What follows belongs to an exercise in optimizing a design on an open flow for small area, a short achievable clock period and few clock cycles; a production flow would make more cautious choices.
In this exercise RTL edits were held to simulation tests only and were not proved equivalent to the original.

==> trial 42: inputs <==
Design rbu_ptr, start of the top module:
module rbu_ptr (
    input  wire        clk,
    input  wire        rst,
    input  wire        cmd_valid,
    output wire        cmd_ready,
    input  wire [31:0] cmd_cw,
    input  wire [31:0] cmd_a0,
    input  wire [31:0] cmd_a1,
    output reg         rsp_valid,
    output reg  [3:0]  rsp_status,
    output reg         rsp_v,
    output reg  [31:0] rsp_r0,
    output reg         alloc_req,
    output reg  [31:0] alloc_size,
    input  wire        alloc_ack,
    input  wire        alloc_ok
);
    localparam NBUF = 4;
    localparam K    = 2;             
    localparam DW   = 32 + K - 1;    
    localparam ST_OK      = 4'd0;
    localparam ST_ALLOC   = 4'd1;
    localparam ST_ILLEGAL = 4'd2;
    localparam ST_CTX     = 4'd3;
    localparam ST_SPAN    = 4'd4;
    localparam OP_CREATE   = 8'h01;
    localparam OP_DESTROY  = 8'h02;
    localparam OP_COUNT    = 8'h10;
    localparam OP_REMAIN   = 8'h11;
    localparam OP_INDEXOF  = 8'h12;
  ...
make LEC_CHECK=0 CAP_MARGIN=20 CORE_MARGIN=2 CORE_UTILIZATION=40 SETUP_SLACK_MARGIN=5 SLEW_MARGIN=20 TNS_END_PERCENT=0 finish   # period 10.0 ns
run.sh (not shown) runs the stock make flow with config.mk's settings and CLKGATE_MAP_FILE= SYNTH_SCRIPT=/design/flow/synth_recipe.tcl, a recipe that flattens the netlist after the stock synthesis.
==> trial 49 (differences from trial 42) <==
--- a/flow/design.v
+++ b/flow/design.v
@@ -33,17 +33,26 @@
     localparam OP_APPENDB  = 8'h31;
     localparam OP_PREPEND  = 8'h32;
     localparam OP_PREPENDB = 8'h33;
     localparam OP_CONSUME  = 8'h39;
     localparam OP_CLEAR    = 8'h3C;
-    localparam S_IDLE  = 3'd0;
-    localparam S_EXEC  = 3'd1;    
-    localparam S_DIV   = 3'd2;    
-    localparam S_IDX   = 3'd3;    
-    localparam S_GROW  = 3'd4;    
-    localparam S_ALLOC = 3'd5;    
-    localparam S_RESP  = 3'd6;    
+    localparam S_IDLE  = 0;
+    localparam S_EXEC  = 1;       
+    localparam S_DIV   = 2;       
+    localparam S_IDX   = 3;       
+    localparam S_GROW  = 4;       
+    localparam S_ALLOC = 5;       
+    localparam S_RESP  = 6;       
+    localparam S_SHR   = 7;       
+    localparam [7:0] H_IDLE  = 8'b00000001;
+    localparam [7:0] H_EXEC  = 8'b00000010;
+    localparam [7:0] H_DIV   = 8'b00000100;
+    localparam [7:0] H_IDX   = 8'b00001000;
+    localparam [7:0] H_GROW  = 8'b00010000;
+    localparam [7:0] H_ALLOC = 8'b00100000;
+    localparam [7:0] H_RESP  = 8'b01000000;
+    localparam [7:0] H_SHR   = 8'b10000000;
     function [5:0] bitlen;
         input [31:0] x;
         integer k;
         begin
             bitlen = 6'd0;
@@ -53,30 +62,31 @@
     endfunction
     reg        ctx_v [0:NBUF-1];
     reg [30:0] ctx_t [0:NBUF-1];
     reg [30:0] ctx_o [0:NBUF-1];
     reg [30:0] ctx_r [0:NBUF-1];
-    reg [30:0] ctx_i [0:NBUF-1];
-    reg [2:0]  state;
+    reg [4:0]  ctx_k [0:NBUF-1];
+    reg [7:0]  state;
     reg [1:0]  b;
     reg        f_bad;        
     reg        f_bdhi;       
     reg        f_create, f_destroy, f_count, f_remain, f_index;
     reg        f_ens;        
     reg        f_put;        
     reg        f_pre;        
+    reg        m_app;        
     reg        f_consume, f_clear, f_kc;
     reg        f_noop;       
     reg        f_span;       
     reg [31:0] arg;          
     reg [31:0] argx;         
     reg [5:0]  bla;          
     reg [DW-1:0] d;          
     reg [4:0]  cnt;
     reg        st_err;       
     reg        v_q;          
-    assign cmd_ready = (state == S_IDLE) || (state == S_EXEC) || (state == S_RESP);
+    assign cmd_ready = state[S_IDLE] || state[S_EXEC] || state[S_RESP];
     wire [7:0] c_op = cmd_cw[7:0];
     reg c_legal;
     always @(*) begin
         case (c_op)
             OP_CREATE, OP_DESTROY, OP_COUNT, OP_REMAIN, OP_INDEXOF, OP_ENSURE,
@@ -105,11 +115,11 @@
     wire [31:0] c_arg = (c_op == OP_CREATE) ? (a0_small ? 32'd5 : cmd_a0) :
                         c_app  ? cmd_a1 :
                         c_byte ? 32'd1 : cmd_a0;
     reg         cv;
     reg  [30:0] ct, co, cr;
-    wire [30:0] ci = ctx_i[b];
+    wire [4:0]  ck = ctx_k[b];
     wire [1:0]  b_in = cmd_cw[9:8];
     wire        b_hit = (b_in == b);
     wire ctx_ok = !f_bdhi && (f_create ? !cv : cv);
     wire early  = f_bad || !ctx_ok || f_span;
     wire [3:0] early_st = f_bad ? ST_ILLEGAL : !ctx_ok ? ST_CTX : ST_SPAN;
@@ -129,14 +139,14 @@
     wire [30:0] r_put   = u2[30:0];
     wire        m_le    = !u1[32];
     wire [30:0] c_n     = m_le ? an : co;
     wire [30:0] o_cons  = m_le ? u1[30:0] : 31'd0;
     wire [30:0] r_cons  = m_le ? u2[30:0] : u3;
-    wire        md_app  = (state == S_EXEC) && !f_index;
-    wire        md_idx  = (state == S_IDX) || ((state == S_EXEC) && f_index);
+    wire        md_app  = m_app;
+    wire        md_idx  = f_index;
     wire [34:0] ma_a    = {4'b0, ct};
-    wire [34:0] ma_x    = md_app ? {4'b0, an} : md_idx ? {3'b0, arg} : 35'd0;
+    wire [34:0] ma_x    = {3'b0, arg} & {35{m_app | f_index}};
     wire [34:0] ma_o1   = {4'b0, md_idx ? co : 31'd0} ^ {35{md_idx}};
     wire [34:0] ma_o2   = {4'b0, md_idx ? 31'd0 : co} ^ {35{md_app}};
     wire [34:0] ma_r2   = {4'b0, cr} ^ {35{md_app}};
     wire [34:0] s1s, s1c, s2s, s2c, s3s, s3c;
     rbu_csa #(35) csa1 (.a(ma_a), .b(ma_x), .c(ma_o1), .s(s1s), .k(s1c));
@@ -170,37 +180,38 @@
                                .ci(1'b1), .s(df), .co(ge));
             assign remv[32*(gk+1) +: 32] = ge ? df[31:0] : remv[32*gk +: 32];
         end
     endgenerate
     wire [31:0] rem_n = remv[32*K +: 32];
-    wire [31:0] g_next  = {d[30:0], 1'b0};
-    wire        g_ovf   = g_next[31];
+    wire        g_ovf   = d[31] || d[32];
     wire        need_ge;
-    rbu_add #(32) cmp_g (.a(need), .b(~g_next), .ci(1'b1), .s(), .co(need_ge));
+    rbu_add #(32) cmp_g (.a(argx), .b(~d[31:0]), .ci(1'b1), .s(), .co(need_ge));
     wire        g_found = !need_ge;
-    wire [30:0] r_grow, r_init;
+    wire [30:0] r_grow;
     rbu_add #(31) add_rg (.a(d[30:0]), .b(~co), .ci(1'b0), .s(r_grow), .co());    
-    rbu_add #(31) add_ri (.a(f_create ? an : ci), .b({31{1'b1}}), .ci(1'b0), .s(r_init), .co());
+    wire [30:0] d_inc;                                                   
+    rbu_add #(31) add_di (.a(d[30:0]), .b(31'd0), .ci(1'b1), .s(d_inc), .co());
     integer i;
-    wire ex       = (state == S_EXEC);
+    wire ex       = state[S_EXEC];
     wire ex_ok    = ex && !early;
     wire ex_done  = early || f_destroy || f_count || f_remain ||
                     (f_index && o_zero) || (f_ens && (f_noop || fits)) ||
                     f_consume || (f_clear && f_kc);
     wire ex_alloc = f_create || (f_clear && !f_kc);
     wire grant    = alloc_req && alloc_ack && alloc_ok;
     wire do_put   = ex_ok && f_ens && !f_noop && fits && f_put;
     wire do_cons  = ex_ok && f_consume && !f_noop;
     wire g_grant  = grant && f_ens;
-    reg        v_we, v_wd, t_we, o_we, r_we, i_we;
+    reg        v_we, v_wd, t_we, o_we, r_we, k_we;
+    reg [4:0]  k_wd;
     reg [30:0] t_wd, o_wd, r_wd;
     always @(*) begin
         v_we = 1'b0; v_wd = 1'b0;
         t_we = 1'b0; t_wd = ma_res;
         o_we = 1'b0; o_wd = o_put;
         r_we = 1'b0; r_wd = r_put;
-        i_we = 1'b0;
+        k_we = 1'b0; k_wd = 5'd0;
         if (ex_ok && f_destroy)
             v_we = 1'b1;
         if (do_put) begin
             o_we = 1'b1;
             r_we = 1'b1;
@@ -214,25 +225,29 @@
             t_we = 1'b1; t_wd = 31'd0;
             o_we = 1'b1; o_wd = 31'd0;
             r_we = 1'b1; r_wd = u3;
         end
         if (grant && !f_ens) begin
-            r_we = 1'b1; r_wd = r_init;
+            r_we = 1'b1; r_wd = f_create ? an : d[30:0];
+            k_we = 1'b1;
             if (f_create) begin
                 v_we = 1'b1; v_wd = 1'b1;
-                i_we = 1'b1;
                 t_we = 1'b1; t_wd = 31'd0;
                 o_we = 1'b1; o_wd = 31'd0;
             end
         end
+        if (state[S_RESP] && f_create && !st_err) begin
+            r_we = 1'b1;
+        end
         if (g_grant) begin
             r_we = 1'b1; r_wd = r_grow;
+            k_we = 1'b1; k_wd = ck + cnt;
             t_we = wrapped && move_t;
         end
     end
     always @(*) begin
-        rsp_valid  = (ex && ex_done) || (state == S_RESP);
+        rsp_valid  = (ex && ex_done) || state[S_RESP];
         rsp_status = ex ? (early ? early_st : ST_OK) : (st_err ? ST_ALLOC : ST_OK);
         rsp_v      = !ex && v_q;
         rsp_r0     = 32'd0;
         if (ex) begin
             if (!early) begin
@@ -243,19 +258,20 @@
                 if (f_consume && !f_noop)
                     rsp_r0 = {1'b0, c_n};
             end
         end else if (v_q)
             rsp_r0 = arg;
-        alloc_req  = (ex_ok && ex_alloc) || (state == S_ALLOC);
-        alloc_size = f_clear ? {1'b0, ci} : f_create ? arg : d[31:0];
+        alloc_req  = (ex_ok && f_create) || (state[S_GROW] && !g_ovf && g_found) ||
+                     (state[S_SHR] && cnt == 5'd0) || state[S_ALLOC];
+        alloc_size = f_clear ? {1'b0, d_inc} : f_create ? arg : d[31:0];
     end
     always @(posedge clk) begin
         if (v_we) ctx_v[b] <= v_wd;
         if (t_we) ctx_t[b] <= t_wd;
         if (o_we) ctx_o[b] <= o_wd;
         if (r_we) ctx_r[b] <= r_wd;
-        if (i_we) ctx_i[b] <= an;
+        if (k_we) ctx_k[b] <= k_wd;
         if (cmd_valid && cmd_ready) begin
             cv <= (v_we && b_hit) ? v_wd : ctx_v[b_in];
             ct <= (t_we && b_hit) ? t_wd : ctx_t[b_in];
             co <= (o_we && b_hit) ? o_wd : ctx_o[b_in];
             cr <= (r_we && b_hit) ? r_wd : ctx_r[b_in];
@@ -264,70 +280,92 @@
             if (t_we) ct <= t_wd;
             if (o_we) co <= o_wd;
             if (r_we) cr <= r_wd;
         end
         if (rst) begin
-            state <= S_IDLE;
+            state <= H_IDLE;
             cv    <= 1'b0;
             for (i = 0; i < NBUF; i = i + 1)
                 ctx_v[i] <= 1'b0;
         end else begin
-            case (state)
-                S_EXEC: begin
+            case (1'b1)
+                state[S_EXEC]: begin
                     if (ex_done)
-                        state <= S_IDLE;
-                    else if (ex_alloc)
-                        state <= S_ALLOC;
+                        state <= H_IDLE;
+                    else if (f_create)
+                        state <= H_ALLOC;
+                    else if (f_clear) begin
+                        d     <= {{(DW-31){1'b0}}, u3};
+                        cnt   <= ck;
+                        state <= H_SHR;
+                    end
                     else if (f_index) begin
                         d      <= d_init;
                         cnt    <= cnt_init;
                         st_err <= 1'b0;
                         v_q    <= 1'b1;
                         if (no_div) begin
                             arg   <= {1'b0, ma_res};
-                            state <= S_RESP;
+                            state <= H_RESP;
                         end else
-                            state <= S_DIV;
+                            state <= H_DIV;
                     end else begin
-                        d     <= {{(DW-31){1'b0}}, u3};
-                        state <= S_GROW;
+                        d     <= {{(DW-32){1'b0}}, u3, 1'b0};
+                        argx  <= need;
+                        cnt   <= 5'd1;
+                        m_app <= 1'b0;
+                        state <= H_GROW;
                     end
                 end
-                S_DIV: begin
+                state[S_DIV]: begin
                     arg <= rem_n;
                     d   <= d >> K;
                     cnt <= cnt - 5'd1;
                     if (cnt == 5'd0)
-                        state <= S_IDX;
+                        state <= H_IDX;
                 end
-                S_IDX: begin
+                state[S_IDX]: begin
                     arg   <= {1'b0, ma_res};
-                    state <= S_RESP;
+                    state <= H_RESP;
                 end
-                S_GROW: begin
+                state[S_GROW]: begin
                     if (g_ovf) begin
                         st_err <= 1'b1;
                         v_q    <= 1'b0;
-                        state  <= S_RESP;
+                        state  <= H_RESP;
+                    end else if (g_found)
+                        state <= H_ALLOC;
+                    else begin
+                        d   <= d << 1;
+                        cnt <= cnt + 5'd1;
+                    end
+                end
+                state[S_RESP]:
+                    state <= H_IDLE;
+                state[S_SHR]: begin
+                    if (cnt == 5'd0)
+                        state <= H_ALLOC;
+                    else if (cnt == 5'd1) begin
+                        d   <= d >> 1;
+                        cnt <= 5'd0;
                     end else begin
-                        d <= {{(DW-32){1'b0}}, g_next};
-                        if (g_found)
-                            state <= S_ALLOC;
+                        d   <= d >> 2;
+                        cnt <= cnt - 5'd2;
                     end
                 end
-                S_RESP:
-                    state <= S_IDLE;
                 default:
                     ;
             endcase
             if (alloc_req && alloc_ack) begin
                 st_err <= !alloc_ok;
                 v_q    <= 1'b0;
-                state  <= (alloc_ok && f_ens) ? S_EXEC : S_RESP;
+                state  <= (alloc_ok && f_ens) ? H_EXEC : H_RESP;
+                m_app  <= f_put && !f_pre;
+                argx   <= f_create ? 32'd1 : arg;
             end
             if (cmd_valid && cmd_ready) begin
-                state     <= S_EXEC;
+                state     <= H_EXEC;
                 b         <= cmd_cw[9:8];
                 f_bad     <= !c_legal;
                 f_bdhi    <= cmd_cw[11:10] != 2'b00;
                 f_create  <= c_op == OP_CREATE;
                 f_destroy <= c_op == OP_DESTROY;
@@ -335,10 +373,11 @@
                 f_remain  <= c_op == OP_REMAIN;
                 f_index   <= c_op == OP_INDEXOF;
                 f_ens     <= c_ensure || c_app || c_byte;
                 f_put     <= c_app || c_byte;
                 f_pre     <= (c_op == OP_PREPEND) || (c_op == OP_PREPENDB);
+                m_app     <= (c_op == OP_APPEND) || (c_op == OP_APPENDB);
                 f_consume <= c_op == OP_CONSUME;
                 f_clear   <= c_op == OP_CLEAR;
                 f_kc      <= cmd_cw[18];
                 f_noop    <= !c_byte && c_noop;
                 f_span    <= c_span;
Settings changed: CTS_CLUSTER_DIAMETER set to 100, CTS_CLUSTER_SIZE set to 16.
==> results.yml <==
status:
  outcome: "finished clean"
place:
  gpl.final_weighted_congestion: 1.03
floorplan:
  row_count: 129
  initial_core_util_pct: 40.4
timing:
  fin_worst_skew_ns: 0.0329
  relSlewSlack_pct: 17.9
power_and_ir_drop:
  pwr.group.sequential_mw: 5.39
clocking:
  cts_repair_resize_count: 212
[end of results for trial 49]
==> results.yml <==
power_and_ir_drop:
  power.largest_group: "combinational cells"
finish:
  multi_input_comb_area_sq_um: 29600
  multi_input_cells: 3644
place:
  gpl.final_weighted_congestion: 1.05
timing:
  fin_worst_skew_ns: 0.0348
status:
  outcome: "finished clean"
floorplan:
  row_count: 133
  initial_core_util_pct: 40.2
[end of results for trial 42]
Testbench counts of trial 42, summed over its fixed seeds: cycles 76,640.
Testbench counts of trial 49, summed over its fixed seeds: cycles 77,627.

[static timing again, ports no longer ideal]
The flow's constraints put no driver on any port. The routed layouts listed below were extracted and timed again, unchanged, in two steps. Step 1 assumes that a clkbuf_16 drives the clock port and a buf_2 every other input. Step 2 also shifts input and output timing later by t, the mid clock arrival at the registers, as if the neighbouring blocks saw the same clock. Three values: ideal, step 1, step 2; two values: the first two.
| run | shift t [ns] | slack for setup (ns) | clock arrival spread, ns |
|---|---|---|---|
| trial 42 | 0.768 | 3.503 / 3.503 / 2.951 | 0.034 / 0.035 |
| trial 49 | 0.764 | 3.458 / 3.427 / 3.323 | 0.033 / 0.033 |
After both steps setup and hold are still met in every run listed. For trial 42, which loses most, drivers alone change the setup slack by 0.000 ns; drivers and shift together by -0.552 ns.
